What follows belongs to an exercise in optimizing a design on an open flow for small area, a short achievable clock period and few clock cycles per item; a production flow would make more cautious choices.
RTL that was checked went through simulation tests only; none was proved equivalent to the original.
Function not checked in runs 1 and 2: the RTL went through the layout flow alone.
Power figures rest on the tool's default switching activity, not on a simulated workload.

## design/flow/config.mk

```make
export PLATFORM = sky130hd
export DESIGN_NAME = ssp_xform
export DESIGN_NICKNAME = ssp_xform
export VERILOG_FILES = /design/flow/design.v
export SDC_FILE = /design/flow/constraint.sdc
export NUM_CORES = 4
export LEC_CHECK = 0
export ABC_CLOCK_PERIOD_IN_PS = 3000
export CAP_MARGIN = 20
export CORE_MARGIN = 2
export CORE_UTILIZATION = 60
export SLEW_MARGIN = 20
```

## design/flow/flow/margin.txt

```
6.5
```

## design/flow/flow/run.sh

```bash
#!/bin/bash
set -euo pipefail
MARGIN=$(cat flow/margin.txt)
bash standard.sh SETUP_SLACK_MARGIN=$MARGIN \
  "BUFFER_PORTS_ARGS=-buffer_cell sky130_fd_sc_hd__buf_2" \
  "CTS_ARGS=-sink_clustering_enable -repair_clock_nets -dont_use_dummy_load -sink_clustering_size 25 -sink_clustering_max_diameter 120" \
  finish > flow_make.log 2>&1
```

## design/flow/design.v

```verilog
module ssp_xform (
    input  wire        clk,
    input  wire        rst,
    input  wire        cfg_we,
    input  wire [7:0]  cfg_addr,
    input  wire [15:0] cfg_wdata,
    input  wire        cmd_valid,
    output wire        cmd_ready,
    input  wire [63:0] cmd_word,
    output wire        mem_en,
    output wire [14:0] mem_addr,
    input  wire [7:0]  mem_rdata,
    output reg         res_valid,
    input  wire        res_ready,
    output reg  [31:0] res_data,
    output wire [3:0]  res_err
);
    localparam AW = 15;
    reg [AW-1:0]   amask;
    reg [AW:0]     bussize;
    reg [AW:0]     srclen;
    reg            dshare;
    reg [5:0]      gsh;
    reg [4*AW-1:0] aord;     
    reg [3*8-1:0]  dord;     
    reg [3*8-1:0]  eord;
    reg [5*32-1:0] gord;     
    always @(posedge clk) begin
        if (cfg_we) begin
            case (cfg_addr)
                8'h10: amask   <= cfg_wdata[AW-1:0];
                8'h11: bussize <= cfg_wdata[AW:0];
                8'h12: srclen  <= cfg_wdata[AW:0];
                8'h13: dshare  <= cfg_wdata[0];
                8'h16: gsh     <= 6'd32 - cfg_wdata[5:0];
                default: ;
            endcase
        end
    end
    genvar k;
    generate
        for (k = 0; k < AW; k = k + 1) begin : g_aord_wr
            always @(posedge clk)
                if (cfg_we && cfg_addr == 8'h20 + k)
                    aord[4*k +: 4] <= cfg_wdata[3:0];
        end
        for (k = 0; k < 8; k = k + 1) begin : g_dord_wr
            always @(posedge clk) begin
                if (cfg_we && cfg_addr == 8'h40 + k)
                    dord[3*k +: 3] <= cfg_wdata[2:0];
                if (cfg_we && cfg_addr == 8'h48 + k)
                    eord[3*k +: 3] <= cfg_wdata[2:0];
            end
        end
        for (k = 0; k < 32; k = k + 1) begin : g_gord_wr
            always @(posedge clk)
                if (cfg_we && cfg_addr == 8'h60 + k)
                    gord[5*k +: 5] <= cfg_wdata[4:0];
        end
    endgenerate
    reg  s_full;
    reg  rdy_q;
    wire go = !s_full;
    assign cmd_ready = rdy_q;
    wire [7:0] w_op  = cmd_word[7:0];
    wire [1:0] w_sel = cmd_word[9:8];
    wire w_rsv8  = |cmd_word[31:10];
    wire w_perm  = (w_op == 8'h10) && !w_rsv8;
    wire w_memop = (w_op[7:1] == 7'h10);
    wire w_mem   = w_memop && !w_rsv8 && (w_sel == 2'd0);
    reg        a_valid;
    reg        a_perm;       
    reg        a_mem;        
    reg [1:0]  a_sel;
    reg        a_isd;        
    reg        a_ise;
    reg        a_op0;
    reg [31:0] a_x;
    always @(posedge clk) begin
        if (rst)
            a_valid <= 1'b0;
        else if (go)
            a_valid <= cmd_valid && rdy_q;
        if (go) begin
            a_perm  <= w_perm;
            a_mem   <= w_mem;
            a_sel   <= w_sel;
            a_isd   <= (w_sel == 2'd1);
            a_ise   <= (w_sel == 2'd2);
            a_op0   <= w_op[0];
            a_x     <= {cmd_word[63:32+AW],
                        cmd_word[32+AW-1:32] ^ (amask & {AW{w_memop}})};
        end
    end
    wire a_isg = !(a_isd || a_ise);
    wire [AW-1:0] pa;
    wire [31:0]   gb;
    generate
        for (k = 0; k < AW; k = k + 1) begin : g_abank
            wire [15:0] xv = {1'b0, a_x[AW-1:0]};
            assign pa[k] = xv[aord[4*(14-k) +: 4]];
        end
        for (k = 0; k < 32; k = k + 1) begin : g_gbank
            wire [4:0] idx;
            if (k < 8) begin : g_de
                assign idx = ({5{a_isg}} & gord[5*(31-k) +: 5]) |
                             ({5{a_isd}} & {2'b0, dord[3*(7-k) +: 3]}) |
                             ({5{a_ise}} & {2'b0, eord[3*(7-k) +: 3]});
            end else begin : g_g
                assign idx = gord[5*(31-k) +: 5];
            end
            assign gb[k] = a_x[idx];
        end
    endgenerate
    wire oor  = (|a_x[31:16]) || ({a_x[15], a_x[AW-1:0] ^ amask} >= bussize);
    wire phys = ({1'b0, pa} >= srclen);
    wire ill  = !(a_mem || a_perm) || (a_perm && a_sel == 2'd2 && dshare);
    reg          b_valid;
    reg          b_fetch;      
    reg [AW-1:0] b_pa;         
    reg [AW-1:0] b_lo;         
    reg [31:AW]  b_hi;         
    reg          b_km;         
    reg          b_ka;         
    reg          b_kd;
    reg          b_kg;
    reg [1:0]    b_err;
    reg          b_use_e;
    always @(posedge clk) begin
        if (rst) begin
            b_valid <= 1'b0;
            b_fetch <= 1'b0;
        end else if (go) begin
            b_valid <= a_valid;
            b_fetch <= a_valid && a_mem && !oor && !phys;
        end
        if (go) begin
            b_pa    <= pa;
            b_lo    <= a_mem ? a_x[AW-1:0] : gb[AW-1:0];
            b_hi    <= a_mem ? a_x[31:AW]  : gb[31:AW];
            b_km    <= a_mem;
            b_ka    <= a_perm && a_sel == 2'd0;
            b_kd    <= a_perm && (a_sel == 2'd1 || (a_sel == 2'd2 && !dshare));
            b_kg    <= a_perm && a_sel == 2'd3;
            b_err   <= ill    ? 2'd3 :
                       !a_mem ? 2'd0 :
                       oor    ? 2'd1 :
                       phys   ? 2'd2 : 2'd0;
            b_use_e <= a_op0 && !dshare;
        end
    end
    assign mem_en   = b_fetch;
    assign mem_addr = b_pa;
    wire [31:0] b_g     = {b_hi, b_lo} >> gsh;
    wire [31:0] b_data  = ({32{b_km}} & {b_hi, b_lo ^ amask}) |
                          ({32{b_ka}} & {17'd0, b_pa}) |
                          ({32{b_kd}} & {24'd0, b_lo[7:0]}) |
                          ({32{b_kg}} & b_g);
    reg        c_valid;
    reg        c_fetch;      
    reg        c_fresh;      
    reg        c_use_e;
    reg [1:0]  c_err;
    reg [31:0] c_data;
    wire [7:0] dx;
    generate
        for (k = 0; k < 8; k = k + 1) begin : g_dperm
            wire [2:0] di = c_use_e ? eord[3*(7-k) +: 3] : dord[3*(7-k) +: 3];
            assign dx[k] = mem_rdata[di];
        end
    endgenerate
    wire c_fix = c_fresh && c_fetch && !go;
    always @(posedge clk) begin
        if (rst) begin
            c_valid <= 1'b0;
            c_fetch <= 1'b0;
            c_fresh <= 1'b0;
        end else if (go) begin
            c_valid <= b_valid;
            c_fetch <= b_fetch;
            c_fresh <= 1'b1;
        end else begin
            c_fresh <= 1'b0;
            if (c_fix) c_fetch <= 1'b0;
        end
        if (go) begin
            c_use_e <= b_use_e;
            c_err   <= b_err;
            c_data  <= b_data;
        end else if (c_fix) begin
            c_data  <= {24'd0, dx};
        end
    end
    wire [31:0] c_res_data = c_fetch ? {24'd0, dx} : c_data;
    wire [2:0]  c_res_err  = {c_err != 2'd0, c_err == 2'd3, c_err == 2'd2};
    reg [2:0]  r_err;
    reg [31:0] s_data;
    reg [2:0]  s_err;
    assign res_err = {1'b0, r_err};
    wire take = res_valid && res_ready;
    always @(posedge clk)
        rdy_q <= s_full ? take : (!res_valid || take || !c_valid);
    always @(posedge clk) begin
        if (rst) begin
            res_valid <= 1'b0;
            s_full    <= 1'b0;
        end else if (s_full) begin
            if (take) s_full <= 1'b0;
        end else begin
            if (!res_valid || take)
                res_valid <= c_valid;
            else if (c_valid)
                s_full <= 1'b1;
        end
        if (s_full) begin
            if (take) begin
                res_data <= s_data;
                r_err    <= s_err;
            end
        end else if (!res_valid || take) begin
            res_data <= c_res_data;
            r_err    <= c_res_err;
        end
        if (go) begin
            s_data <= c_res_data;
            s_err  <= c_res_err;
        end
    end
endmodule
```

## design/flow/constraint.sdc

```tcl
create_clock -name core_clock -period 10.0 [get_ports {clk}]
set_input_delay 2.0000 -clock core_clock [delete_from_list [all_inputs] [get_ports {clk}]]
set_output_delay 2.0000 -clock core_clock [all_outputs]
set_load 0.01 [all_outputs]
```

## design/flow/standard.sh

```bash
#!/bin/bash
# synth_recipe.tcl (not shown) runs the flow's synth.tcl, then flattens the netlist and writes it again
# the make line also repeats each setting of config.mk as NAME=value (left out here)
make -C /OpenROAD-flow-scripts/flow DESIGN_CONFIG=/design/flow/config.mk WORK_HOME=/design/flow/orfs CLKGATE_MAP_FILE= SYNTH_SCRIPT=/design/flow/synth_recipe.tcl "${@:-finish}"
```

==> results of run 1 <==
-- final timing paths --
kind,slack (ns),endpoint,depth (start not counted)
worst max register to register,6.42,b_err[1],10
worst min-delay path,0.43,c_err[0],0
worst max-delay path,6.42,b_err[1],10
worst min register to register,0.43,c_err[0],0
-- critical path, stage by stage (launching register included) --
cell and delay [ns]:
edfxtp_1 0.43, buf_4 0.41, mux4_2 0.53, mux4_2 0.48
ha_1 0.30, a21o_1 0.16, a21o_1 0.16, a21oi_1 0.14
o22ai_1 0.14, a211oi_1 0.41, o21bai_1 0.12
-- where the power goes --
part           leakage [µW]  internal (µW)  switching (µW)
logic               0.00700            239             383
registers           0.00522           2460            35.8
clock network      0.000308            447             685
-- cell families (layout without fill, tap and decap cells) --
kind of cell | Yosys count | in the layout | synth area share, %
mux | 588 | 588 | 29.5
flops | 529 | 529 | 47.3
compound gates | 500 | 500 | 10.8
simple gates | 400 | 400 | 5.74
buf+inv | 339 | 306 | 4.19
xor+xnor | 48 | 48 | 1.26
fa+ha+maj | 32 | 32 | 1.20
other cells | 1 | 1 | 0.0112
-- placed cells by master (no fill, tap or decap), types with 7 or more instances in the layout --
cell type,n
a2111o_1,8
a211o_1,20
a211oi_1,61
a21boi_0,45
a21o_1,14
a21oi_1,99
a221oi_1,7
a222oi_1,7
a22o_1,16
a22oi_1,19
a311oi_1,32
a32oi_1,13
buf_2,153
buf_4,64
clkbuf_16,25
dfxtp_1,8
edfxtp_1,520
ha_1,32
inv_1,57
mux2_2,46
mux2i_1,229
mux4_2,312
nand2_1,151
nand3_1,21
nand4_1,7
nor2_1,114
nor2b_1,41
nor4_1,8
o211ai_1,20
o21ai_0,55
o21ai_1,9
o22ai_1,17
or3b_1,8
xnor2_1,19
xor2_1,29
-- routing by layer --
metal  track usage (%)  part of all wire [%]  up-vias
li1                  -                     -     9684
met1              51.6                    37    11800
met2              55.4                    43     2069
met3              10.8                    15      327
met4              15.6                   4.8        0
met5                 0                     0        -
-- sequential cells by signal, summed over array words and instances (netlist names), 17 cells and up --
signal,count
gord,160
aord,60
a_x,32
c_data,32
res_data,32
s_data,32
dord,24
eord,24
b_hi,17
-- repair_timing --
item                       in CTS  in global routing
buffers inserted                3                  1
resized for setup               3                  2
setup endpoints to repair      96                 26
-- area by class of cell --
cell class / count / area share [%]
Sequential cell: 529 / 45.0
Timing Repair Buffer: 219 / 3.62
Clock buffer: 25 / 1.78
Tap cell: 748 / 2.66
Inverter: 62 / 0.677
Multi-Input combinational cell: 1569 / 46.3
-- through the flow --
step / util [%] / area [µm²] / hold WS (ns) / power (µW)
2_1_floorplan: - / 33500 / 0.400 / 2900
3_3_place_gp: 62.5 / 34400 / 0.410 / 3130
3_5_place_dp: 62.5 / 34400 / 0.407 / 3140
4_1_cts: 63.7 / 35100 / 0.434 / 4230
5_1_grt: 63.8 / 35100 / 0.442 / 4340
6_report: 63.8 / 35100 / 0.434 / 4250
==> flow_metrics.tcl, run 1 <==
set metrics [dict create \
    vias 23900 \
    synth_area_um2 33400 \
    timing.hold.worst.start "b_err[0]" \
    htreeDepth 1 \
    drcViolationCount 0 \
    ys_ff_latch 529 \
    clk_latency_ns 0.61 \
    wl_per_cell_um 34.0 \
    antenna_found_initial 2 \
    dr.pass1.iters 7 \
    rsz0062_at_grt "yes" \
    final_antenna_net_count 0 \
    seq_area_frac_synth_pct 47.3 \
    critical_path_arrival_ns 3.92 \
    path_class "reg -> reg" \
    synth_top_cell_area_share_pct 46.8 \
    yosys-top-cells-count "520 x edfxtp_1, 312 x mux4_2, 229 x mux2i_1" \
    avgSynthCellArea_um2 13.7 \
    clkTransAtPathRegs_ns 0.11 \
    area_delta_synth_final_pct 5.20 \
    finalSetupViolations 0 \
    fmax_ghz 0.280 \
    max_cap_viol_count 0 \
    worst-path-max-fanout 49 \
    vias_per_cell 7.58 \
    finalHoldViolCount 0 \
    wirelength_um 107000 \
    ys_warn_count 1 \
    drt_iter0_drc 3871 \
    peakVddDrop_v 0.000190 \
    multiInputGateArea_um2 16300 \
    hold_buffers 0 \
    required_ns 10.34 \
    numCtsBuffers 25 \
    gr-total-overflow 0 \
    async_reset_ff_share_pct 0 \
    rows 86 \
    rr_startpoint "a_x[1]" \
    synthDistinctLibCells 73 \
    synthTopCellsByArea "edfxtp_1 47%, mux4_2 21%, mux2i_1 6.9%" \
    grt_pass1_vias 22800 \
    tns_ns 0 \
    yosysMostFrequentCell "edfxtp_1" \
    layout.area.seq_um2 15800 \
    worst_slew_margin_rel_pct 30.8 \
    cts_sinks 529 \
    syn_inst 2437 \
    min_period_ns 3.58 \
    grt_max_degree 98 \
    synthFlopType "edfxtp_1" \
    track_usage_pct 37.2 \
    grt_pass1_wl_um 154000 \
    n_fill_cell 4078 \
    worst_slack_ns 6.42 \
    core-area_um2 55100 \
    cts_max_path_buffers 3 \
    chipHeight_um 240 \
    dp_slack_ns 5.69 \
    place_inst 3122 \
    io_buffer_count 153 \
    die_w_um 240 \
    num-nets-final 2539 \
    outcome "finished clean" \
    finalCritPeriodShare_pct 35.8 \
    cp-startpoint "a_x[1]" \
    dpl.hpwl_um 65000 \
    yosys.area.top_type "edfxtp_1" \
    crit_path_end_kind "flop" \
    gp_congestion 0.906 \
    drive_gt1_share_pct 26.9 \
    worst_slew_pin_slew_ns 1.04 \
    hp-class "reg -> reg" \
    crit_path_start_kind "flop" \
    dieArea_um2 57600 \
    clock-root-buffer "clkbuf_16" \
    start_util_pct 60.6 \
    synth_nets 2570 \
    cts_tree "yes" \
    stdcell_count 3152 \
    ios 155 \
    skew_ns 0.0662 \
    synth_edf_count 520 \
    maxSlewViolCount 0 \
    power_density_nw_per_um2 121 \
    antenna_cells 0 \
    p_leak_uw 0.0125 \
]
==> run 2, diff against run 1 <==
--- a/design/flow/design.v
+++ b/design/flow/design.v
@@ -113,7 +113,26 @@
         end
     endgenerate
     wire oor  = (|a_x[31:16]) || ({a_x[15], a_x[AW-1:0] ^ amask} >= bussize);
-    wire phys = ({1'b0, pa} >= srclen);
+    wire [15:0] ph_g0 = {1'b0, pa & ~srclen[AW-1:0]};
+    wire [15:0] ph_e0 = {~srclen[AW], ~(pa ^ srclen[AW-1:0])};
+    wire [7:0]  ph_g1, ph_e1;
+    wire [3:0]  ph_g2, ph_e2;
+    wire [1:0]  ph_g3, ph_e3;
+    generate
+        for (k = 0; k < 8; k = k + 1) begin : g_ph1
+            assign ph_g1[k] = ph_g0[2*k+1] | (ph_e0[2*k+1] & ph_g0[2*k]);
+            assign ph_e1[k] = ph_e0[2*k+1] & ph_e0[2*k];
+        end
+        for (k = 0; k < 4; k = k + 1) begin : g_ph2
+            assign ph_g2[k] = ph_g1[2*k+1] | (ph_e1[2*k+1] & ph_g1[2*k]);
+            assign ph_e2[k] = ph_e1[2*k+1] & ph_e1[2*k];
+        end
+        for (k = 0; k < 2; k = k + 1) begin : g_ph3
+            assign ph_g3[k] = ph_g2[2*k+1] | (ph_e2[2*k+1] & ph_g2[2*k]);
+            assign ph_e3[k] = ph_e2[2*k+1] & ph_e2[2*k];
+        end
+    endgenerate
+    wire phys = ph_g3[1] | (ph_e3[1] & (ph_g3[0] | ph_e3[0]));
     wire ill  = !(a_mem || a_perm) || (a_perm && a_sel == 2'd2 && dshare);
     reg          b_valid;
     reg          b_fetch;      
==> run 2 against run 1 <==
Fmax increased by 4.0%. Via count is 1.5% lower. Routed wire length fell by 1.8%. Worst setup slack better by 0.14 ns. Utilization decreased by 0.074 points. Area after synthesis grew 0.85%. Non-clock buffer count grew 7. Final cell count grew 0.22%. Final area up 0.27%. Highest routed layer unchanged.
==> flow_metrics.tcl, run 2 <==
set metrics [dict create \
    outcome "finished clean" \
    synthTopCellsByArea "edfxtp_1 46%, mux4_2 21%, mux2i_1 8.1%" \
    synthFlopType "edfxtp_1" \
    synthDistinctLibCells 76 \
    core-area_um2 55300 \
    die_w_um 241 \
    track_usage_pct 36.5 \
    dpl.hpwl_um 64800 \
    peakVddDrop_v 0.000123 \
    num-nets-final 2543 \
    io_buffer_count 153 \
    r2r_slack_ns 6.56 \
    skew_ns 0.0695 \
    max_stage_delay_ns 0.53 \
    holdWs_ns 0.447 \
    synth_area_um2 33700 \
    drcViolationCount 0 \
    drive_gt1_share_pct 27.6 \
    switchingPower_uw 1090 \
    final_cell_mix "520 x edfxtp_1, 313 x mux4_2, 274 x mux2i_1" \
    hp-class "reg -> reg" \
    cts_max_path_buffers 3 \
    ys_warn_count 1 \
    wirelength_um 105000 \
    grt_pass1_vias 22900 \
    cts_tree "yes" \
    yosys.area.top_type "edfxtp_1" \
    finalCritPeriodShare_pct 34.4 \
    ios 155 \
    worstPathCellList "buf_4 -> mux4_2 -> mux4_2 -> ha_1 -> a21o_1 -> a21oi_1 -> nor2b_1 -> o21ai_0 -> o21a_1 -> nor2b_1 -> o21bai_1" \
    grt_max_degree 109 \
    vias_per_cell 7.46 \
    antenna_found_initial 2 \
    worst_slew_pin_slew_ns 1.08 \
    crit_slowest_cell "mux4_2" \
    critical_path_arrival_ns 3.80 \
    vias 23600 \
    min_period_ns 3.44 \
    finalSetupViolations 0 \
    area_delta_synth_final_pct 4.59 \
    synth_top_cell_area_share_pct 46.4 \
    required_ns 10.36 \
    combinationalPowerShare_pct 14.3 \
    fmax_ghz 0.291 \
    async_reset_ff_share_pct 0 \
    p_sw_share_pct 25.8 \
    yosys-top-cells-count "520 x edfxtp_1, 313 x mux4_2, 274 x mux2i_1" \
    wl_per_cell_um 33.3 \
    top_register "gord" \
    seq_area_frac_synth_pct 46.9 \
    dr.pass1.iters 8 \
    synth_nets 2564 \
    max_cap_viol_count 0 \
    dieArea_um2 58100 \
    maxSlewViolCount 0 \
    finalHoldViolCount 0 \
    avgSynthCellArea_um2 13.9 \
    cp_top_family "multiplexers" \
    clkTransAtPathRegs_ns 0.10 \
    path_class "reg -> reg" \
    tns_ns 0 \
    clk_latency_ns 0.61 \
    reg_top3 "gord (160), aord (60)" \
    syn_inst 2431 \
    clock-root-buffer "clkbuf_16" \
    yosysMostFrequentCell "edfxtp_1" \
    cts_sinks 529 \
    largest_reg_flops 160 \
    final_antenna_net_count 0 \
    synth_edf_count 520 \
    chipHeight_um 241 \
    ys_ff_latch 529 \
    worst_slew_margin_rel_pct 28.1 \
    clkPwrFrac_pct 26.7 \
    crit_buf_inv 1 \
    crit_path_start_kind "flop" \
    start_util_pct 60.9 \
    p_int_uw 3150 \
    gr-total-overflow 0 \
    numCtsBuffers 25 \
    grt_pass1_wl_um 153000 \
    gp_congestion 0.929 \
    drt_iter0_drc 3391 \
    p_leak_uw 0.0127 \
    htreeDepth 1 \
    power_frac_seq_pct 59.1 \
    mostFrequentLayoutCell "edfxtp_1" \
    power_density_nw_per_um2 120 \
    worst-path-max-fanout 24 \
    crit_path_end_kind "flop" \
    rows 86 \
    hold_buffers 0 \
    rsz0062_at_grt "yes" \
    fin_total_pwr_uw 4240 \
]
## run 2: per-stage QoR
step	utilization (%)	area, µm²	setup WS, ns	instances
after detailed placement	62.3	34500	5.73	3120
after global placement	62.3	34500	5.77	3120
final	63.7	35200	6.56	3159
after floorplan	-	33700	6.41	2431
after CTS	63.5	35100	6.47	3151
after global routing	63.7	35200	6.38	3156
## run 2: layer usage
metal | vias up | part of all wire, % | track usage (%)
met3 | 327 | 14 | 8.80
met4 | 0 | 4.5 | 15.6
met1 | 11700 | 38 | 52.7
li1 | 9599 | - | -
met2 | 1910 | 44 | 53.2
met5 | - | 0 | 0
## run 2: power groups by stage
stage | Sequential [µW] | Clock, µW | Combinational (µW)
6_report | 2510 | 1130 | 605
5_1_grt | 2510 | 1200 | 625
4_1_cts | 2510 | 1150 | 583
3_5_place_dp | 2560 | 0 | 572
3_3_place_gp | 2560 | 0 | 562
2_1_floorplan | 2530 | 0 | 383
## run 2: cell type report
cell class / instances / area [µm²]
Inverter: 56 / 215
Timing Repair Buffer: 226 / 1360
Antenna cell: 3 / 7.51
Tap cell: 748 / 936
Fill cell: 4167 / 20100
Multi-Input combinational cell: 1572 / 16300
Clock buffer: 25 / 626
Sequential cell: 529 / 15800
## run 2: cells by family (layout without fill, tap and decap cells)
logic type	Yosys count	after routing	share of synthesized area [%]
compound gates	403	403	8.53
xor+xnor	48	48	1.25
fa+ha+maj	32	32	1.19
buf+inv	330	307	4.86
flops	529	529	46.9
mux	639	639	30.8
other cells	1	4	0.0111
simple gates	449	449	6.46
## run 2: timing repair
item / 4_1_cts / 5_1_grt
gates resized for setup: 2 / 5
setup buffers: 6 / 3
endpoints found under the setup margin: 67 / 40
pin swaps: 1 / 0
## run 2: worst paths after layout
kind                            startpoint  endpoint  cells after the start
worst max-delay path                a_x[7]  b_err[1]                     11
worst min-delay path               b_use_e   c_use_e                      0
worst max register to register      a_x[7]  b_err[1]                     11
worst min register to register     b_use_e   c_use_e                      0
==> run 3, diff against run 2 <==
--- a/design/flow/design.v
+++ b/design/flow/design.v
@@ -69,6 +69,7 @@
     wire w_memop = (w_op[7:1] == 7'h10);
     wire w_mem   = w_memop && !w_rsv8 && (w_sel == 2'd0);
     reg        a_valid;
+    reg        a_vmem;       
     reg        a_perm;       
     reg        a_mem;        
     reg [1:0]  a_sel;
@@ -77,10 +78,13 @@
     reg        a_op0;
     reg [31:0] a_x;
     always @(posedge clk) begin
-        if (rst)
+        if (rst) begin
             a_valid <= 1'b0;
-        else if (go)
+            a_vmem  <= 1'b0;
+        end else if (go) begin
             a_valid <= cmd_valid && rdy_q;
+            a_vmem  <= cmd_valid && rdy_q && w_mem;
+        end
         if (go) begin
             a_perm  <= w_perm;
             a_mem   <= w_mem;
@@ -133,7 +137,6 @@
         end
     endgenerate
     wire phys = ph_g3[1] | (ph_e3[1] & (ph_g3[0] | ph_e3[0]));
-    wire ill  = !(a_mem || a_perm) || (a_perm && a_sel == 2'd2 && dshare);
     reg          b_valid;
     reg          b_fetch;      
     reg [AW-1:0] b_pa;         
@@ -143,7 +146,7 @@
     reg          b_ka;         
     reg          b_kd;
     reg          b_kg;
-    reg [1:0]    b_err;
+    reg          b_oor;
     reg          b_use_e;
     always @(posedge clk) begin
         if (rst) begin
@@ -151,7 +154,7 @@
             b_fetch <= 1'b0;
         end else if (go) begin
             b_valid <= a_valid;
-            b_fetch <= a_valid && a_mem && !oor && !phys;
+            b_fetch <= a_vmem && !oor && !phys;
         end
         if (go) begin
             b_pa    <= pa;
@@ -161,10 +164,7 @@
             b_ka    <= a_perm && a_sel == 2'd0;
             b_kd    <= a_perm && (a_sel == 2'd1 || (a_sel == 2'd2 && !dshare));
             b_kg    <= a_perm && a_sel == 2'd3;
-            b_err   <= ill    ? 2'd3 :
-                       !a_mem ? 2'd0 :
-                       oor    ? 2'd1 :
-                       phys   ? 2'd2 : 2'd0;
+            b_oor   <= oor;
             b_use_e <= a_op0 && !dshare;
         end
     end
@@ -204,7 +204,10 @@
         end
         if (go) begin
             c_use_e <= b_use_e;
-            c_err   <= b_err;
+            c_err   <= (b_ka || b_kd || b_kg) ? 2'd0 :
+                       !b_km   ? 2'd3 :
+                       b_oor   ? 2'd1 :
+                       !b_fetch ? 2'd2 : 2'd0;
             c_data  <= b_data;
         end else if (c_fix) begin
             c_data  <= {24'd0, dx};
==> run 3 against run 2 <==
Still clean on timing, DRC and antenna. Power is 0.79% lower. Die area is 1.4% lower. Clock power hardly changed. Utilization is 0.12 points higher. Area after synthesis is 1.4% lower. Via count is 1.1% higher. Synthesized cell count is 0.86% higher. Sequential power hardly changed. Non-clock buffer count is 11 lower. Largest power group unchanged. Highest routed layer is now met5.
==> flow_metrics.tcl, run 3 <==
set metrics [dict create \
    drive_gt1_share_pct 27.4 \
    drt_iter0_drc 3048 \
    core-area_um2 54900 \
    crit_path_start_kind "input port" \
    dieArea_um2 57300 \
    yosys.area.top_type "edfxtp_1" \
    cts_sinks 529 \
    grt_pass1_vias 23500 \
    stdcell_count 3129 \
    synth_area_um2 33200 \
    grt_max_degree 92 \
    fin_util_pct 63.8 \
    dr.pass1.iters 8 \
    synthDistinctLibCells 73 \
    hold_end "c_use_e" \
    final_cell_mix "519 x edfxtp_1, 337 x mux4_2, 163 x mux2i_1" \
    grt_pass1_wl_um 154000 \
    wl_per_cell_um 33.7 \
    max_cap_viol_count 0 \
    async_reset_ff_share_pct 0 \
    clk_latency_ns 0.63 \
    largest_reg_flops 160 \
    start_util_pct 60.5 \
    max_stage_delay_ns 0.47 \
    antenna_cells 0 \
    antenna_found_initial 2 \
    die_w_um 239 \
    crit_buf_inv 1 \
    cts_max_path_buffers 3 \
    ys_ff_latch 529 \
    yosys-top-cells-count "519 x edfxtp_1, 337 x mux4_2, 225 x clkbuf_1" \
    r2r-end "b_fetch" \
    avgSynthCellArea_um2 13.5 \
    final_antenna_net_count 0 \
    finalHoldViolCount 0 \
    ys_warn_count 1 \
    path_class "in -> reg" \
    hold_buffers 0 \
    skew_ns 0.0623 \
    timing.hold.worst.start "b_use_e" \
    r2r_slack_ns 6.57 \
    synthTopCellsByArea "edfxtp_1 47%, mux4_2 23%, mux2i_1 4.9%" \
    synthFlopType "edfxtp_1" \
    min_period_ns 3.44 \
    synth_top_cell_area_share_pct 46.9 \
    clock-root-buffer "clkbuf_16" \
    cp_top_family "compound AO/OA/AOI/OAI gates" \
    ff2ff_path_depth 11 \
    io_buffer_count 153 \
    p_leak_uw 0.0123 \
    top_register "gord" \
    htreeDepth 1 \
    ios 155 \
    maxSlewViolCount 0 \
    worstPathCellList "buf_2 -> a211oi_1 -> nor2_1 -> o221a_2 -> mux2i_1 -> a21oi_1 -> mux2_2" \
    worst-path-max-fanout 10 \
    tns_ns 0 \
    worst_slew_pin_slew_ns 1.06 \
    rows 86 \
    crit_path_end_kind "flop" \
    rr_startpoint "a_x[3]" \
    vias_per_cell 7.61 \
    seq_area_frac_synth_pct 47.5 \
    finalCritPeriodShare_pct 34.4 \
    power_density_nw_per_um2 120 \
    wirelength_um 106000 \
    rsz0062_at_grt "yes" \
    outcome "finished clean" \
    hp-class "reg -> reg" \
    gp_congestion 0.949 \
    yosysMostFrequentCell "edfxtp_1" \
    min_path_cells 0 \
    reg_top3 "gord (160), aord (60)" \
    cts_tree "yes" \
    peakVddDrop_v 0.000134 \
    crit_slowest_cell "mux2i_1" \
    numCtsBuffers 25 \
    vias 23800 \
    drcViolationCount 0 \
    synth_edf_count 519 \
    finalSetupViolations 0 \
    syn_inst 2452 \
    num-nets-final 2560 \
    required_ns 10.33 \
    clkTransAtPathRegs_ns 0.09 \
    dpl.hpwl_um 64000 \
    chipHeight_um 239 \
    track_usage_pct 37.0 \
    synth_nets 2585 \
    gr-total-overflow 0 \
    mostFrequentLayoutCell "edfxtp_1" \
    area_delta_synth_final_pct 5.44 \
    place_inst 3099 \
    worst_slew_margin_rel_pct 29.1 \
    critical_path_arrival_ns 3.78 \
    fmax_ghz 0.291 \
]
-- run 3: logic make-up after synthesis --
family                     Yosys count  synth area share [%]
xor gates and xnor gates            48                  1.27
other                                1                0.0113
adders and majority gates           32                  1.21
muxes                              546                  29.3
DFF                                529                  47.5
AOI/OAI and AO/OA                  467                  9.51
buffers and inverters              329                  3.92
and+or+nand+nor                    500                  7.24
-- run 3: routing by layer --
metal  global-route usage [%]  vias up  wire length, µm
met5                        0        -               27
met4                     14.9        4             5020
met3                     9.40      370            13800
met2                     57.2     1869            48300
met1                     50.8    11800            38300
li1                         -     9734                -
-- run 3: final cells by class --
| cell class | instances | area, µm² |
|---|---|---|
| clock buffer | 25 | 626 |
| fill | 4052 | 19900 |
| inverter | 62 | 238 |
| multi-input combinational | 1594 | 16200 |
| sequential | 529 | 15800 |
| tap | 704 | 881 |
| timing repair buffer | 215 | 1290 |
-- run 3: through the flow --
stage / area [µm²] / setup WS [ns] / hold WS, ns / total power (µW)
2_1_floorplan: 33300 / 6.40 / 0.400 / 2880
3_3_place_gp: 34300 / 5.90 / 0.423 / 3110
3_5_place_dp: 34300 / 5.78 / 0.443 / 3110
4_1_cts: 34900 / 6.52 / 0.470 / 4200
5_1_grt: 35000 / 6.39 / 0.488 / 4310
6_report: 35000 / 6.56 / 0.455 / 4210
-- run 3: how the worst max path moves through the flow --
stage            startpoint          end  slack, ns  depth (start not counted)
5_1_grt             a_x[10]      b_fetch       6.39                         11
4_1_cts             a_x[13]      b_fetch       6.52                         11
6_report       mem_rdata[0]  res_data[4]       6.56                          7
2_1_floorplan   cmd_word[1]       a_x[5]       6.40                          5
3_5_place_dp    cmd_word[1]       a_vmem       5.78                          6
3_3_place_gp    cmd_word[1]       a_vmem       5.90                          6
-- run 3: timing repair --
action	CTS	global route
pin swaps	1	1
resized for setup	1	18
setup buffers	4	1
setup endpoints to repair	8	37
-- run 3: worst register-to-register path, cell delays in order, from the launching register on --
cell and delay, ns:
edfxtp_1 0.37, buf_4 0.36, mux4_2 0.55, mux4_2 0.55, ha_1 0.33, a21o_1 0.17
a21o_1 0.17, a21oi_1 0.18, nand2_1 0.07, o21ai_0 0.20, a21oi_1 0.15, o31ai_1 0.23
-- run 3: where the power goes --
group          internal [µW]  switching, µW  total, µW
Clock                    447            673       1120
Combinational            234            364        597
Sequential              2460           36.0       2490
Total                   3140           1070       4210
Testbench counts of run 3, summed over its fixed seeds: cycles 16,032, items 16,000.
==> run 4, diff against run 3 <==
==> design/flow/flow/margin.txt (replaced) <==
6.9
==> run 4 against run 3 <==
First-iteration DRC count up 15%. Via count up 1.5%. Still clean on timing, DRC and antenna. Utilization up 2.2 points. Sequential cell count unchanged. Hold slack better by 0.019 ns. Final area up 3.5%. Sequential power about the same. Fmax up 3.9%. Non-clock buffer count up 56. Sequential share of layout area down 1.5 points. Register-to-register slack better by 0.12 ns.
==> flow_metrics.tcl, run 4 <==
set metrics [dict create \
    worst-path-max-fanout 49 \
    rsz0062_at_grt "yes" \
    area_delta_synth_final_pct 9.12 \
    critical_path_arrival_ns 3.82 \
    p_leak_uw 0.0128 \
    syn_inst 2452 \
    path_class "reg -> reg" \
    combinationalPowerShare_pct 15.1 \
    worst_slew_pin_slew_ns 1.11 \
    synth_nets 2585 \
    synth_top_cell_area_share_pct 46.9 \
    power_density_nw_per_um2 117 \
    mostFrequentLayoutCell "edfxtp_1" \
    seq_area_frac_synth_pct 47.5 \
    dpl.hpwl_um 64500 \
    chipHeight_um 239 \
    top_register "gord" \
    grt_pass1_vias 23700 \
    finalHoldViolCount 0 \
    max_cap_viol_count 0 \
    grt_pass1_wl_um 155000 \
    htreeDepth 1 \
    synthFlopType "edfxtp_1" \
    dieArea_um2 57300 \
    gp_congestion 0.953 \
    maxSlewViolCount 0 \
    drt_iter0_drc 3500 \
    fmax_ghz 0.302 \
    required_ns 10.51 \
    switchingPower_uw 1090 \
    dr.pass1.iters 6 \
    vias_per_cell 7.58 \
    tns_ns 0 \
    p_int_uw 3160 \
    final_cell_mix "519 x edfxtp_1, 337 x mux4_2, 160 x mux2i_1" \
    power_frac_seq_pct 58.6 \
    cts_max_path_buffers 3 \
    yosys.area.top_type "edfxtp_1" \
    start_util_pct 60.5 \
    finalSetupViolations 0 \
    core-area_um2 54900 \
    clock-root-buffer "clkbuf_16" \
    drcViolationCount 0 \
    yosys-top-cells-count "519 x edfxtp_1, 337 x mux4_2, 225 x clkbuf_1" \
    ios 155 \
    wirelength_um 108000 \
    finalCritPeriodShare_pct 33.1 \
    gr-total-overflow 0 \
    wl_per_cell_um 33.8 \
    ys_warn_count 1 \
    io_buffer_count 153 \
    holdWs_ns 0.475 \
    skew_ns 0.0435 \
    ys_ff_latch 529 \
    min_period_ns 3.31 \
    yosysMostFrequentCell "edfxtp_1" \
    rows 86 \
    drive_gt1_share_pct 33.1 \
    clkPwrFrac_pct 26.4 \
    antenna_found_initial 2 \
    final_antenna_net_count 0 \
    async_reset_ff_share_pct 0 \
    synth_area_um2 33200 \
    largest_reg_flops 160 \
    numCtsBuffers 25 \
    p_sw_share_pct 25.7 \
    clk_latency_ns 0.62 \
    track_usage_pct 37.3 \
    peakVddDrop_v 0.000142 \
    crit_path_end_kind "flop" \
    worst_slew_margin_rel_pct 26.3 \
    hold_buffers 0 \
    synth_edf_count 519 \
    num-nets-final 2616 \
    fin_total_pwr_uw 4260 \
    clkTransAtPathRegs_ns 0.10 \
    hp-class "reg -> reg" \
    vias 24200 \
    reg_top3 "gord (160), aord (60)" \
    synthTopCellsByArea "edfxtp_1 47%, mux4_2 23%, mux2i_1 4.9%" \
    avgSynthCellArea_um2 13.5 \
    grt_max_degree 87 \
    synthDistinctLibCells 73 \
    outcome "finished clean" \
    cts_sinks 529 \
    die_w_um 239 \
    crit_path_start_kind "flop" \
    cts_tree "yes" \
]
==> run 4: cell count changes in the layout (fill, tap and decap cells not counted), sizes merged <==
cell,delta
clkinvlp,+1
diode,+2
clkinv,-1
clkbuf,+8
buf,+48
==> run 4: cells by family (layout without fill, tap and decap cells) <==
group,after synthesis,count (layout),share of synthesized area [%]
buffers and inverters,329,358,3.92
AOI/OAI and AO/OA,467,467,9.51
DFF,529,529,47.5
muxes,546,546,29.3
adders and majority gates,32,32,1.21
other,1,3,0.0113
xor gates and xnor gates,48,48,1.27
and+or+nand+nor,500,500,7.24
==> run 4: through the flow <==
step / utilization, % / worst slack [ns] / instances / cell area (µm²)
2_1_floorplan: - / 6.40 / 2452 / 33600
3_3_place_gp: 62.9 / 5.84 / 3100 / 34500
3_5_place_dp: 62.9 / 5.79 / 3100 / 34500
4_1_cts: 64.8 / 6.50 / 3154 / 35600
5_1_grt: 66.0 / 6.63 / 3185 / 36200
6_report: 66.0 / 6.69 / 3187 / 36200
==> run 4: layout make-up <==
type | count | area (µm²)
repair buffers | 271 | 1940
multi-input cells | 1594 | 16800
well taps | 704 | 881
clock buffers | 25 | 626
flip-flops and latches | 529 | 15800
fillers | 3886 | 18600
inverters | 62 | 244
diodes | 2 | 5.00
==> run 4: worst paths after layout <==
kind | from | endpoint | slack [ns] | depth (start not counted)
min | a_valid | a_valid | 0.47 | 2
max | a_x[4] | b_fetch | 6.69 | 11
min reg2reg | a_valid | a_valid | 0.47 | 2
max reg2reg | a_x[4] | b_fetch | 6.69 | 11
==> run 4: critical path, stage by stage, from the launching register on <==
cell and delay [ns]:
edfxtp_1 0.39, buf_6 0.24, mux4_2 0.53, mux4_2 0.52
ha_1 0.32, a21o_1 0.17, a21o_1 0.19, a21oi_2 0.16
nand2_1 0.06, o21ai_0 0.18, a21oi_1 0.13, o31ai_1 0.22
==> run 4: what timing repair did <==
action / 4_1_cts / 5_1_grt
pin swaps: 13 / 26
resized for setup: 52 / 101
setup endpoints to repair: 235 / 208
buffers inserted: 29 / 25
gates cloned: 0 / 6
==> run 4: routing by layer <==
metal | vias up | share of wire (%) | GRT usage (%)
met5 | - | 0.023 | 0
met4 | 4 | 4.9 | 16.2
met3 | 367 | 14 | 9.22
met2 | 1938 | 46 | 57.3
met1 | 12000 | 35 | 51.1
li1 | 9848 | - | -
==> run 4: power groups by stage <==
| stage | sequential (µW) | clock [µW] | combinational [µW] |
|---|---|---|---|
| floorplan | 2530 | 0 | 356 |
| global placement | 2540 | 0 | 567 |
| detailed placement | 2550 | 0 | 576 |
| CTS | 2490 | 1130 | 592 |
| global route | 2500 | 1190 | 657 |
| finish | 2490 | 1120 | 641 |
==> run 5, diff against run 4 <==
==> design/flow/flow/margin.txt (replaced) <==
6.7
--- a/design/flow/config.mk
+++ b/design/flow/config.mk
@@ -8,5 +8,5 @@
 export ABC_CLOCK_PERIOD_IN_PS = 3000
 export CAP_MARGIN = 20
 export CORE_MARGIN = 2
-export CORE_UTILIZATION = 60
+export CORE_UTILIZATION = 70
 export SLEW_MARGIN = 20
==> run 5 against run 4 <==
First-iteration DRC count is 23% higher. Sequential cell count stayed put. Non-clock buffer count is 40 lower. Worst setup slack worse by 0.13 ns. Critical endpoint is now dshare.
==> flow_metrics.tcl, run 5 <==
set metrics [dict create \
    layout.area.seq_um2 15800 \
    grtUsageMet1_pct 55.0 \
    worst_slack_ns 6.56 \
    outcome "finished clean" \
    chipHeight_um 222 \
    clock-root-buffer "clkbuf_16" \
    ios 155 \
    synthTopCellsByArea "edfxtp_1 47%, mux4_2 23%, mux2i_1 4.9%" \
    dr.pass1.iters 7 \
    clkTransAtPathRegs_ns 0.10 \
    hp-class "reg -> reg" \
    rows 79 \
    drt_iter0_drc 4293 \
    peakVddDrop_v 0.000154 \
    worstPathCellList "buf_2 -> nor2_1 -> nand3_1 -> nor2_1" \
    r2r_slack_ns 6.65 \
    finalInstanceArea_um2 35300 \
    yosys-top-cells-count "519 x edfxtp_1, 337 x mux4_2, 225 x clkbuf_1" \
    path_common_cell "nor2_1" \
    hold_buffers 0 \
    skew_ns 0.0942 \
    grt_use_met2_pct 63.6 \
    cts_sinks 529 \
    power_density_nw_per_um2 120 \
    async_reset_ff_share_pct 0 \
    crit_path_start_kind "input port" \
    wirelength_um 104000 \
    holdWs_ns 0.429 \
    synthDistinctLibCells 73 \
    yosys.area.top_type "edfxtp_1" \
    dpl.hpwl_um 63500 \
    yosysMostFrequentCell "edfxtp_1" \
    cts_tree "yes" \
    synth_area_um2 33200 \
    reg_top3 "gord (160), aord (60)" \
    crit_path_end_kind "flop" \
    avgSynthCellArea_um2 13.5 \
    die_w_um 222 \
    final_antenna_net_count 0 \
    path_class "in -> reg" \
    antenna_found_initial 4 \
    mostFrequentLayoutCell "edfxtp_1" \
    htreeDepth 1 \
    top_register "gord" \
    min_path_cells 0 \
    synth_nets 2585 \
    fmax_ghz 0.291 \
    synth_edf_count 519 \
    crit_buf_inv 1 \
    multiInputGateArea_um2 16300 \
    grt_max_degree 108 \
    grt_util_met3_pct 13.4 \
    max_cap_viol_count 0 \
    critical_path_arrival_ns 3.65 \
    grt_pass1_wl_um 153000 \
    rsz0062_at_grt "yes" \
    ff2ff_path_depth 11 \
    drive_gt1_share_pct 29.0 \
    p_leak_uw 0.0125 \
    dp_slack_ns 5.80 \
    ys_ff_latch 529 \
    max_stage_delay_ns 0.68 \
    worst_slew_pin_slew_ns 1.06 \
    worst_slew_margin_rel_pct 29.6 \
    vias 24600 \
    required_ns 10.21 \
    largest_reg_flops 160 \
    crit_cells 4 \
    track_usage_pct 42.0 \
    cp_top_family "simple AND/OR/NAND/NOR gates" \
    grt_pass1_vias 24300 \
    gp_congestion 0.945 \
    tns_ns 0 \
    min_period_ns 3.44 \
    n_fill_cell 2794 \
    drcViolationCount 0 \
    wl_per_cell_um 34.2 \
    cts_max_path_buffers 3 \
    numCtsBuffers 25 \
    finalCritPeriodShare_pct 34.4 \
    seq_area_frac_synth_pct 47.5 \
    placed_area_um2 34200 \
    finalSetupViolations 0 \
    top_usage_layer "met2" \
    gr-total-overflow 0 \
    maxSlewViolCount 0 \
    synthFlopType "edfxtp_1" \
    synth_top_cell_area_share_pct 46.9 \
    ys_warn_count 1 \
    syn_inst 2452 \
    vias_per_cell 8.06 \
    clk_latency_ns 0.64 \
    area_delta_synth_final_pct 6.24 \
    dieArea_um2 49200 \
    worst-path-max-fanout 7 \
    crit_slowest_cell "nand3_1" \
    core-area_um2 46700 \
    num-nets-final 2576 \
    io_buffer_count 153 \
    finalHoldViolCount 0 \
    final_cell_mix "519 x edfxtp_1, 337 x mux4_2, 161 x mux2i_1" \
    start_util_pct 71.2 \
]
## run 5: cell counts after synthesis
No cell type changed its count.
## run 5: stage by stage
step | std cells | utilization [%] | power, µW
2_1_floorplan | 2452 | - | 2880
3_3_place_gp | 3001 | 73.3 | 3090
3_5_place_dp | 3001 | 73.3 | 3110
4_1_cts | 3034 | 74.9 | 4170
5_1_grt | 3048 | 75.6 | 4300
6_report | 3051 | 75.6 | 4220
## run 5: final timing paths
| check | startpoint | end |
|---|---|---|
| max | cfg_addr[3] | dshare |
| min | b_use_e | c_use_e |
| max reg2reg | a_x[11] | b_fetch |
| min reg2reg | b_use_e | c_use_e |
## run 5: power by group
part	switching [µW]	leakage (µW)	internal [µW]	total (µW)
Clock	669	0.000308	446	1110
Sequential	36.7	0.00522	2460	2490
Combinational	370	0.00694	244	615
Total	1080	0.0125	3150	4220
## run 5: cells by family (layout without fill, tap and decap cells)
family / after synthesis / after routing / synth area share, %
AND/OR/NAND/NOR: 500 / 500 / 7.24
XOR/XNOR: 48 / 48 / 1.27
adder cells (fa/ha/maj): 32 / 32 / 1.21
AO/OA/AOI/OAI: 467 / 467 / 9.51
flip-flops: 529 / 529 / 47.5
buffers and inverters: 329 / 318 / 3.92
other: 1 / 4 / 0.0113
multiplexers: 546 / 546 / 29.3
## run 5: layer usage
layer / wire, µm / part of all wire, %
met1: 33600 / 32
met2: 46700 / 45
met3: 17200 / 16
met4: 6850 / 6.6
met5: 24 / 0.023
## run 5: worst register-to-register path, cell delays in order (launching register included)
cell	delay (ns)
edfxtp_1	0.42
buf_8	0.28
mux4_2	0.52
mux4_2	0.54
ha_1	0.30
o21a_1	0.17
o21a_1	0.17
o21ai_0	0.20
nand2_1	0.09
o21ai_1	0.17
a21oi_1	0.12
o31ai_1	0.22
## run 5: cell type report
class,instances,area share [%]
inverters,62,0.684
flip-flops and latches,529,44.7
repair buffers,231,4.41
diodes,3,0.0213
well taps,607,2.15
clock buffers,25,1.77
multi-input cells,1594,46.2
## run 5: timing repair
| item | CTS | global route |
|---|---|---|
| gates resized for setup | 15 | 63 |
| gates cloned | 0 | 2 |
| buffers inserted | 8 | 11 |
| pin swaps | 3 | 4 |
| setup endpoints to repair | 65 | 108 |
==> run 6, diff against run 5 <==
==> design/flow/flow/margin.txt (replaced) <==
6.8
--- a/design/flow/config.mk
+++ b/design/flow/config.mk
@@ -8,5 +8,5 @@
 export ABC_CLOCK_PERIOD_IN_PS = 3000
 export CAP_MARGIN = 20
 export CORE_MARGIN = 2
-export CORE_UTILIZATION = 70
+export CORE_UTILIZATION = 50
 export SLEW_MARGIN = 20
==> run 6 against run 5 <==
Fmax increased by 2.9%. Worst setup slack improved by 0.096 ns. Register-to-register slack better by 0.12 ns. Count of clock-buffer cells in the layout unchanged. Final area up 1.9%. Global-route usage is 9.7 points lower. Sequential power hardly changed. Critical path type unchanged. Largest power group unchanged.
==> flow_metrics.tcl, run 6 <==
set metrics [dict create \
    track_usage_pct 32.3 \
    synth_nets 2585 \
    crit_slowest_cell "nand2_1" \
    synthMuxAreaShare_pct 29.3 \
    rsz0062_at_grt "yes" \
    power_frac_seq_pct 58.6 \
    dp_slack_ns 5.71 \
    numCtsBuffers 25 \
    min_period_ns 3.34 \
    ios 155 \
    worstPathCellList "buf_2 -> nor2b_1 -> nand2_1 -> nor2_1" \
    dpl.hpwl_um 67200 \
    synthTopCellsByArea "edfxtp_1 47%, mux4_2 23%, mux2i_1 4.9%" \
    clk_latency_ns 0.61 \
    crit_path_start_kind "input port" \
    drive_gt1_share_pct 31.2 \
    io_buffer_count 153 \
    worst_slack_ns 6.66 \
    start_util_pct 50.5 \
    chipHeight_um 262 \
    fin_total_pwr_uw 4260 \
    crit_buf_inv 1 \
    synth_edf_count 519 \
    power_density_nw_per_um2 118 \
    required_ns 10.27 \
    cts_sinks 529 \
    skew_ns 0.0440 \
    grt_pass1_wl_um 159000 \
    hold_buffers 0 \
    top_register "gord" \
    hp-class "reg -> reg" \
    p_leak_uw 0.0126 \
    finalHoldViolCount 0 \
    crit_path_end_kind "flop" \
    drcViolationCount 0 \
    synth_compound_area_share_pct 9.51 \
    clock-root-buffer "clkbuf_16" \
    seq_area_frac_synth_pct 47.5 \
    cts_max_path_buffers 3 \
    peakVddDrop_v 0.000118 \
    tns_ns 0 \
    core-area_um2 65700 \
    cts_tree "yes" \
    finalSetupViolations 0 \
    combinationalPowerShare_pct 14.9 \
    vias 24000 \
    finalInstanceArea_um2 36000 \
    synthAdderAreaFrac_pct 1.21 \
    largest_reg_flops 160 \
    outcome "finished clean" \
    final_cell_mix "519 x edfxtp_1, 337 x mux4_2, 161 x mux2i_1" \
    synth_top_cell_area_share_pct 46.9 \
    dr.pass1.iters 10 \
    yosysMostFrequentCell "edfxtp_1" \
    num-nets-final 2600 \
    vias_per_cell 7.22 \
    synth_area_um2 33200 \
    mostFrequentLayoutCell "edfxtp_1" \
    avgSynthCellArea_um2 13.5 \
    synthFlopType "edfxtp_1" \
    path_class "in -> reg" \
    antenna_found_initial 2 \
    dieArea_um2 68500 \
    ys_warn_count 1 \
    clkTransAtPathRegs_ns 0.10 \
    async_reset_ff_share_pct 0 \
    wirelength_um 112000 \
    holdWs_ns 0.468 \
    synth_top_family_by_area "multiplexers" \
    worst_slew_pin_slew_ns 1.06 \
    synth-xor-area-share_pct 1.27 \
    syn_inst 2452 \
    max_stage_delay_ns 0.55 \
    synth-simple-area-share_pct 7.24 \
    p_sw_share_pct 25.9 \
    yosys.area.top_type "edfxtp_1" \
    yosys-top-cells-count "519 x edfxtp_1, 337 x mux4_2, 225 x clkbuf_1" \
    ys_ff_latch 529 \
    max_cap_viol_count 0 \
    grt_max_degree 101 \
    die_w_um 262 \
    final_antenna_net_count 0 \
    p_int_uw 3160 \
    drt_iter0_drc 3004 \
    critical_path_arrival_ns 3.61 \
    gr-total-overflow 0 \
    gp_congestion 0.899 \
    worst_slew_margin_rel_pct 29.2 \
    placed_area_um2 34500 \
    finalCritPeriodShare_pct 33.4 \
    fmax_ghz 0.299 \
    grt_pass1_vias 23500 \
    worst-path-max-fanout 7 \
    maxSlewViolCount 0 \
    cp_top_family "simple AND/OR/NAND/NOR gates" \
    wl_per_cell_um 33.7 \
    switchingPower_uw 1100 \
    area_delta_synth_final_pct 8.29 \
    synthDistinctLibCells 73 \
    clkPwrFrac_pct 26.5 \
    reg_top3 "gord (160), aord (60)" \
    htreeDepth 1 \
    rows 94 \
]
## run 6: through the flow
step                util, %  cells
floorplan                 -   2452
global placement       52.5   3259
detailed placement     52.5   3259
CTS                    54.0   3311
global route           54.7   3329
finish                 54.7   3330
## run 6: final timing paths
check,depth (start not counted),slack [ns],end,from
max,4,6.66,aord[27],cfg_addr[2]
min,2,0.47,a_valid,a_valid
max reg2reg,11,6.77,b_fetch,a_x[4]
min reg2reg,2,0.47,a_valid,a_valid
## run 6: cell families after synthesis
kind of cell | Yosys count
AOI/OAI and AO/OA | 467
adders and majority gates | 32
xor gates and xnor gates | 48
buffers and inverters | 329
DFF | 529
muxes | 546
other | 1
and+or+nand+nor | 500
## run 6: layout make-up
class	count	area, µm²
fill	5367	29800
multi-input combinational	1594	16500
sequential	529	15800
timing repair buffer	255	1770
tap	864	1080
clock buffer	25	626
inverter	62	241
antenna	1	2.50
## run 6: metal layers
layer / wire [µm] / GRT usage [%]
met1: 41400 / 42.9
met2: 51900 / 51.4
met3: 13700 / 7.58
met4: 4870 / 13.0
met5: 122 / 1.18
## run 6: power groups by stage
stage	registers (µW)	clock network [µW]	logic, µW
finish	2500	1130	634
global route	2500	1210	652
CTS	2490	1150	596
detailed placement	2550	0	574
global placement	2550	0	565
floorplan	2530	0	353
## run 6: tightest hold or removal path, delay by kind of cell, from the launching register on
| kind | cells | cell delay [ns] |
|---|---|---|
| flip-flops | 1 | 0.32 |
| AND/OR/NAND/NOR | 1 | 0.06 |
| AO/OA/AOI/OAI | 1 | 0.05 |
## run 6: repair_timing
item | CTS | global route
resized for setup | 25 | 80
hold endpoints to repair | 0 | 0
buffers inserted | 27 | 15
pin swaps | 6 | 6
setup endpoints to repair | 315 | 208
cloned | 0 | 3
==> run 7, diff against run 6 <==
--- a/design/flow/config.mk
+++ b/design/flow/config.mk
@@ -8,5 +8,6 @@
 export ABC_CLOCK_PERIOD_IN_PS = 3000
 export CAP_MARGIN = 20
 export CORE_MARGIN = 2
-export CORE_UTILIZATION = 50
+export CORE_UTILIZATION = 60
 export SLEW_MARGIN = 20
+export TNS_END_PERCENT = 30
==> run 7 against run 6 <==
Combinational power is 2% lower. Non-clock buffer count is 17 lower. Sequential power is essentially flat. Count of clock-buffer cells in the layout unchanged. Utilization up 9.9 points. Largest power group unchanged. Clock skew grew 0.029 ns. Sequential cell count unchanged. Critical endpoint is now gord[141]. Via count down 0.23%.
==> flow_metrics.tcl, run 7 <==
set metrics [dict create \
    outcome "finished clean" \
    top_usage_layer "met2" \
    crit_path_start_kind "input port" \
    crit_path_end_kind "flop" \
    stdcell_count 3154 \
    core-area_um2 54900 \
    drive_gt1_share_pct 28.8 \
    grt_max_degree 89 \
    rr_startpoint "a_x[2]" \
    r2r_slack_ns 6.68 \
    synth_top_cell_area_share_pct 46.9 \
    clock-root-buffer "clkbuf_16" \
    htreeDepth 1 \
    finalSetupViolations 0 \
    io_buffer_count 153 \
    hold_buffers 0 \
    power_density_nw_per_um2 119 \
    start_util_pct 60.5 \
    vias 24000 \
    num-nets-final 2583 \
    grt_util_met3_pct 9.10 \
    cts_tree "yes" \
    grt_use_met2_pct 56.1 \
    maxSlewViolCount 0 \
    clkTransAtPathRegs_ns 0.11 \
    dieArea_um2 57300 \
    syn_inst 2452 \
    drcViolationCount 0 \
    tns_ns 0 \
    synthAdderAreaFrac_pct 1.21 \
    largest_reg_flops 160 \
    yosys.area.top_type "edfxtp_1" \
    dp_slack_ns 5.78 \
    skew_ns 0.0728 \
    synth_compound_area_share_pct 9.51 \
    p_leak_uw 0.0125 \
    synth_nets 2585 \
    final_antenna_net_count 0 \
    critical_path_arrival_ns 3.57 \
    avgSynthCellArea_um2 13.5 \
    required_ns 10.23 \
    die_w_um 239 \
    synthMuxAreaShare_pct 29.3 \
    max_cap_viol_count 0 \
    synth-xor-area-share_pct 1.27 \
    hp-class "reg -> reg" \
    peakVddDrop_v 0.000143 \
    gr-total-overflow 0 \
    top_register "gord" \
    hold_end "c_use_e" \
    ff2ff_path_depth 11 \
    synthDistinctLibCells 73 \
    fin_util_pct 64.6 \
    fmax_ghz 0.299 \
    wirelength_um 106000 \
    cts_max_path_buffers 3 \
    rsz0062_at_grt "yes" \
    dpl.hpwl_um 63900 \
    seq_area_frac_synth_pct 47.5 \
    yosysMostFrequentCell "edfxtp_1" \
    cts_sinks 529 \
    dr.pass1.iters 10 \
    finalCritPeriodShare_pct 33.4 \
    min_path_cells 0 \
    synth-simple-area-share_pct 7.24 \
    vias_per_cell 7.60 \
    final_cell_mix "519 x edfxtp_1, 337 x mux4_2, 161 x mux2i_1" \
    grt_pass1_vias 23200 \
    path_class "in -> reg" \
    chipHeight_um 239 \
    timing.hold.worst.start "b_use_e" \
    async_reset_ff_share_pct 0 \
    worst-path-max-fanout 7 \
    ys_warn_count 1 \
    fin_total_pwr_uw 4230 \
    place_inst 3104 \
    wl_per_cell_um 33.6 \
    clk_latency_ns 0.63 \
    worst_slew_margin_rel_pct 20.0 \
    r2r-end "b_fetch" \
    area_delta_synth_final_pct 6.70 \
    synth_top_family_by_area "multiplexers" \
    ios 155 \
    worst_slack_ns 6.66 \
    rows 86 \
    track_usage_pct 36.9 \
    ys_ff_latch 529 \
    numCtsBuffers 25 \
    worst_slew_pin_slew_ns 1.20 \
    antenna_found_initial 4 \
    synthFlopType "edfxtp_1" \
    grt_pass1_wl_um 153000 \
    finalHoldViolCount 0 \
    min_period_ns 3.34 \
    gp_congestion 0.969 \
    grtUsageMet1_pct 51.4 \
    yosys-top-cells-count "519 x edfxtp_1, 337 x mux4_2, 225 x clkbuf_1" \
    synth_area_um2 33200 \
    mostFrequentLayoutCell "edfxtp_1" \
    reg_top3 "gord (160), aord (60)" \
    synthTopCellsByArea "edfxtp_1 47%, mux4_2 23%, mux2i_1 4.9%" \
    synth_edf_count 519 \
    drt_iter0_drc 3445 \
]
[run 7: worst max-delay path, stage by stage]
cell     delay [ns]
buf_2          0.14
nor2_1         0.24
nand3_1        0.61
nor2_1         0.58
[run 7: what timing repair did]
item | 4_1_cts | 5_1_grt
endpoints found under the setup margin | 147 | 255
pin swaps | 6 | 0
buffers inserted | 12 | 5
cloned | 0 | 5
resized for setup | 23 | 65
[run 7: power breakdown]
group	leakage (µW)	internal, µW	switching (µW)
combinational	0.00698	247	374
clock	0.000308	447	675
sequential	0.00522	2460	34.1
total	0.0125	3150	1080
[run 7: through the flow]
| step | cell area, µm² | hold WS (ns) |
|---|---|---|
| 2_1_floorplan | 33200 | 0.400 |
| 3_3_place_gp | 34300 | 0.409 |
| 3_5_place_dp | 34300 | 0.427 |
| 4_1_cts | 35100 | 0.454 |
| 5_1_grt | 35400 | 0.461 |
| 6_report | 35400 | 0.448 |
[run 7: cells by family after synthesis]
family	Yosys count
flip-flops	529
multiplexers	546
AND/OR/NAND/NOR	500
XOR/XNOR	48
buffers and inverters	329
adder cells (fa/ha/maj)	32
other	1
AO/OA/AOI/OAI	467
[run 7: worst max-delay path by stage]
stage                endpoint  slack (ns)   startpoint  cells after the start
floorplan            r_err[0]        6.18    res_ready                      2
global placement       a_vmem        5.83  cmd_word[7]                      6
detailed placement     a_vmem        5.78  cmd_word[7]                      6
CTS                   b_fetch        6.53       a_x[5]                     11
global route          b_fetch        6.60       a_x[3]                     11
finish              gord[141]        6.66  cfg_addr[0]                      4
[run 7: routing by layer]
layer  wire length [µm]  vias to the layer above
met5                 56                        -
met4               5300                       10
met3              14000                      320
met2              48000                     1929
met1              38700                    11900
li1                   -                     9773
[run 7: area by class of cell]
class                   instances  area, µm²
multi-input cells            1594      16300
diodes                          2       5.00
well taps                     704        881
flip-flops and latches        529      15800
fillers                      4078      19400
inverters                      62        238
repair buffers                238       1640
clock buffers                  25        626
==> run 8, diff against run 7 <==
--- a/design/flow/config.mk
+++ b/design/flow/config.mk
@@ -10,4 +10,3 @@
 export CORE_MARGIN = 2
 export CORE_UTILIZATION = 60
 export SLEW_MARGIN = 20
-export TNS_END_PERCENT = 30
==> run 8 against run 7 <==
Highest routed layer unchanged. Hold slack gained 0.021 ns. Area after synthesis is the same. Clock skew shrank 0.023 ns. Worst setup slack gained 0.024 ns. Combinational power grew 6.1%. Clock power is essentially flat. Fmax grew 0.72%. Count of clock-buffer cells in the layout is the same.
==> flow_metrics.tcl, run 8 <==
set metrics [dict create \
    outcome "finished clean" \
    ff2ff_path_depth 11 \
    drt_iter0_drc 3743 \
    worst_slew_pin_slew_ns 1.09 \
    fin_total_pwr_uw 4270 \
    cts_sinks 529 \
    htreeDepth 1 \
    drcViolationCount 0 \
    max_stage_delay_ns 0.52 \
    synthDistinctLibCells 73 \
    clock-root-buffer "clkbuf_16" \
    synth_nets 2585 \
    cts_max_path_buffers 3 \
    crit_buf_inv 1 \
    final_antenna_net_count 0 \
    crit_path_end_kind "output pin" \
    hp-class "reg -> reg" \
    cts_tree "yes" \
    start_util_pct 60.5 \
    grt_util_met3_pct 8.89 \
    finalSetupViolations 0 \
    drive_gt1_share_pct 31.9 \
    chipHeight_um 239 \
    fin_util_pct 65.7 \
    worst_slew_margin_rel_pct 27.2 \
    yosys-top-cells-count "519 x edfxtp_1, 337 x mux4_2, 225 x clkbuf_1" \
    ys_ff_latch 529 \
    gp_congestion 0.960 \
    synthTopCellsByArea "edfxtp_1 47%, mux4_2 23%, mux2i_1 4.9%" \
    synth_area_um2 33200 \
    yosys.area.top_type "edfxtp_1" \
    finalHoldViolCount 0 \
    grt_use_met2_pct 57.2 \
    rows 86 \
    gr-total-overflow 0 \
    io_buffer_count 153 \
    stdcell_count 3199 \
    vias_per_cell 7.65 \
    top_usage_layer "met2" \
    crit_path_start_kind "flop" \
    rsz0062_at_grt "yes" \
    min_path_cells 2 \
    grt_pass1_vias 23700 \
    num-nets-final 2627 \
    critical_path_arrival_ns 1.32 \
    yosysMostFrequentCell "edfxtp_1" \
    antenna_found_initial 3 \
    place_inst 3103 \
    final_cell_mix "519 x edfxtp_1, 337 x mux4_2, 160 x mux2i_1" \
    worstPathCellList "buf_2" \
    maxSlewViolCount 0 \
    dpl.hpwl_um 65000 \
    seq_area_frac_synth_pct 47.5 \
    worst-path-max-fanout 2 \
    die_w_um 239 \
    avgSynthCellArea_um2 13.5 \
    power_density_nw_per_um2 118 \
    grt_max_degree 93 \
    skew_ns 0.0499 \
    ios 155 \
    peakVddDrop_v 0.000137 \
    max_cap_viol_count 0 \
    wl_per_cell_um 35.0 \
    async_reset_ff_share_pct 0 \
    largest_reg_flops 160 \
    top_register "gord" \
    finalCritPeriodShare_pct 33.2 \
    wirelength_um 112000 \
    ys_warn_count 1 \
    numCtsBuffers 25 \
    mostFrequentLayoutCell "edfxtp_1" \
    clk_latency_ns 0.62 \
    tns_ns 0 \
    grt_pass1_wl_um 156000 \
    required_ns 8.00 \
    reg_top3 "gord (160), aord (60)" \
    dieArea_um2 57300 \
    holdWs_ns 0.469 \
    dr.pass1.iters 6 \
    cp_top_family "flip-flops" \
    synth_edf_count 519 \
    min_period_ns 3.32 \
    path_class "reg -> out" \
    track_usage_pct 37.6 \
    area_delta_synth_final_pct 8.58 \
    hold_buffers 0 \
    p_leak_uw 0.0128 \
    syn_inst 2452 \
    vias 24500 \
    fmax_ghz 0.302 \
    crit_cells 1 \
    grtUsageMet1_pct 51.5 \
    core-area_um2 54900 \
    synth_top_cell_area_share_pct 46.9 \
    clkTransAtPathRegs_ns 0.10 \
    synthFlopType "edfxtp_1" \
    crit_slowest_cell "edfxtp_1" \
]
run 8: cell count changes in the layout (fill, tap and decap cells not counted), moves of 4 or more:
cell | before | now
a21boi_1 | 3 | 9
nor2_2 | 16 | 28
a211oi_1 | 22 | 16
nor2_1 | 140 | 124
a21oi_1 | 89 | 84
a21boi_0 | 20 | 12
buf_4 | 65 | 98
a21oi_2 | 3 | 8
buf_6 | 8 | 21
nor2_4 | 5 | 9
a211oi_2 | 0 | 6
run 8: logic make-up (layout without fill, tap and decap cells):
logic type	Yosys count	in the layout	share of synthesized area (%)
compound gates	467	467	9.51
xor+xnor	48	48	1.27
fa+ha+maj	32	32	1.21
buf+inv	329	369	3.92
flops	529	529	47.5
mux	546	546	29.3
other cells	1	4	0.0113
simple gates	500	500	7.24
run 8: metrics by stage:
stage	area [µm²]	setup slack [ns]
final	36100	6.68
after detailed placement	34400	5.81
after floorplan	33400	6.40
after global placement	34400	5.82
after CTS	35500	6.68
after global routing	36100	6.67
run 8: final timing paths:
check / slack (ns) / endpoint / startpoint
setup reg to reg: 6.86 / b_fetch / a_x[13]
hold / removal: 0.47 / a_valid / a_valid
setup / recovery: 6.68 / mem_addr[0] / b_pa[0]
hold reg to reg: 0.47 / a_valid / a_valid
run 8: layer usage:
metal  vias to the layer above  part of all wire (%)
li1                       9855                     -
met2                      2094                    44
met5                         -                 0.012
met4                         2                   6.3
met3                       406                    14
met1                     12100                    35
run 8: where the power goes:
group	internal, µW	switching (µW)
combinational	263	395
sequential	2460	34.7
clock	447	673
run 8: final cells by class:
type / count / area (µm²)
Timing Repair Buffer: 282 / 2060
Tap cell: 704 / 881
Inverter: 62 / 241
Multi-Input combinational cell: 1594 / 16500
Clock buffer: 25 / 626
Sequential cell: 529 / 15800
Fill cell: 3969 / 18800
Antenna cell: 3 / 7.51
run 8: what timing repair did:
action	CTS	global route
setup endpoints to repair	145	167
pin swaps	7	12
buffers inserted	28	26
cloned	1	13
gates resized for setup	48	56

static timing again, ports no longer ideal:
In the flow no input, the clock included, has a driving cell. The finished layouts below were timed again as built, in two steps. Step 1 sets driving cells, clkbuf_16 on the clock port and buf_2 on the other inputs (assumed; they add their load-dependent delay and slew). Step 2 moves the port delays by t, midway between the first and last clock arrival at a register: inputs arrive t later, outputs are due t later. That takes back most of the time a late clock gives input paths. Slacks: no drivers / after step 1 / after step 2; pairs: no drivers / after step 1.
run | t (ns) | setup WS [ns] | worst hold slack (ns) | worst data-port slew with drivers (ns) | cell pins on the clock port's net
run 1 | 0.643 | 6.422 / 6.422 / 5.987 | 0.434 / 0.434 / 0.434 | 0.06 | 1
run 2 | 0.641 | 6.561 / 6.529 / 6.006 | 0.447 / 0.447 / 0.447 | 0.08 | 1
run 3 | 0.654 | 6.558 / 6.565 / 5.946 | 0.455 / 0.455 / 0.455 | 0.06 | 1
run 4 | 0.659 | 6.687 / 6.631 / 6.144 | 0.475 / 0.475 / 0.475 | 0.13 | 1
run 5 | 0.655 | 6.561 / 6.576 / 5.921 | 0.429 / 0.429 / 0.429 | 0.06 | 1
run 6 | 0.657 | 6.657 / 6.677 / 6.046 | 0.468 / 0.468 / 0.468 | 0.05 | 1
run 7 | 0.652 | 6.660 / 6.608 / 6.046 | 0.448 / 0.448 / 0.448 | 0.06 | 1
run 8 | 0.648 | 6.684 / 6.622 / 6.079 | 0.469 / 0.469 / 0.469 | 0.05 | 1
After both steps setup and hold are still met in every run listed. For run 5, which loses most, drivers alone change the setup slack by +0.015 ns; drivers and shift together by -0.640 ns.
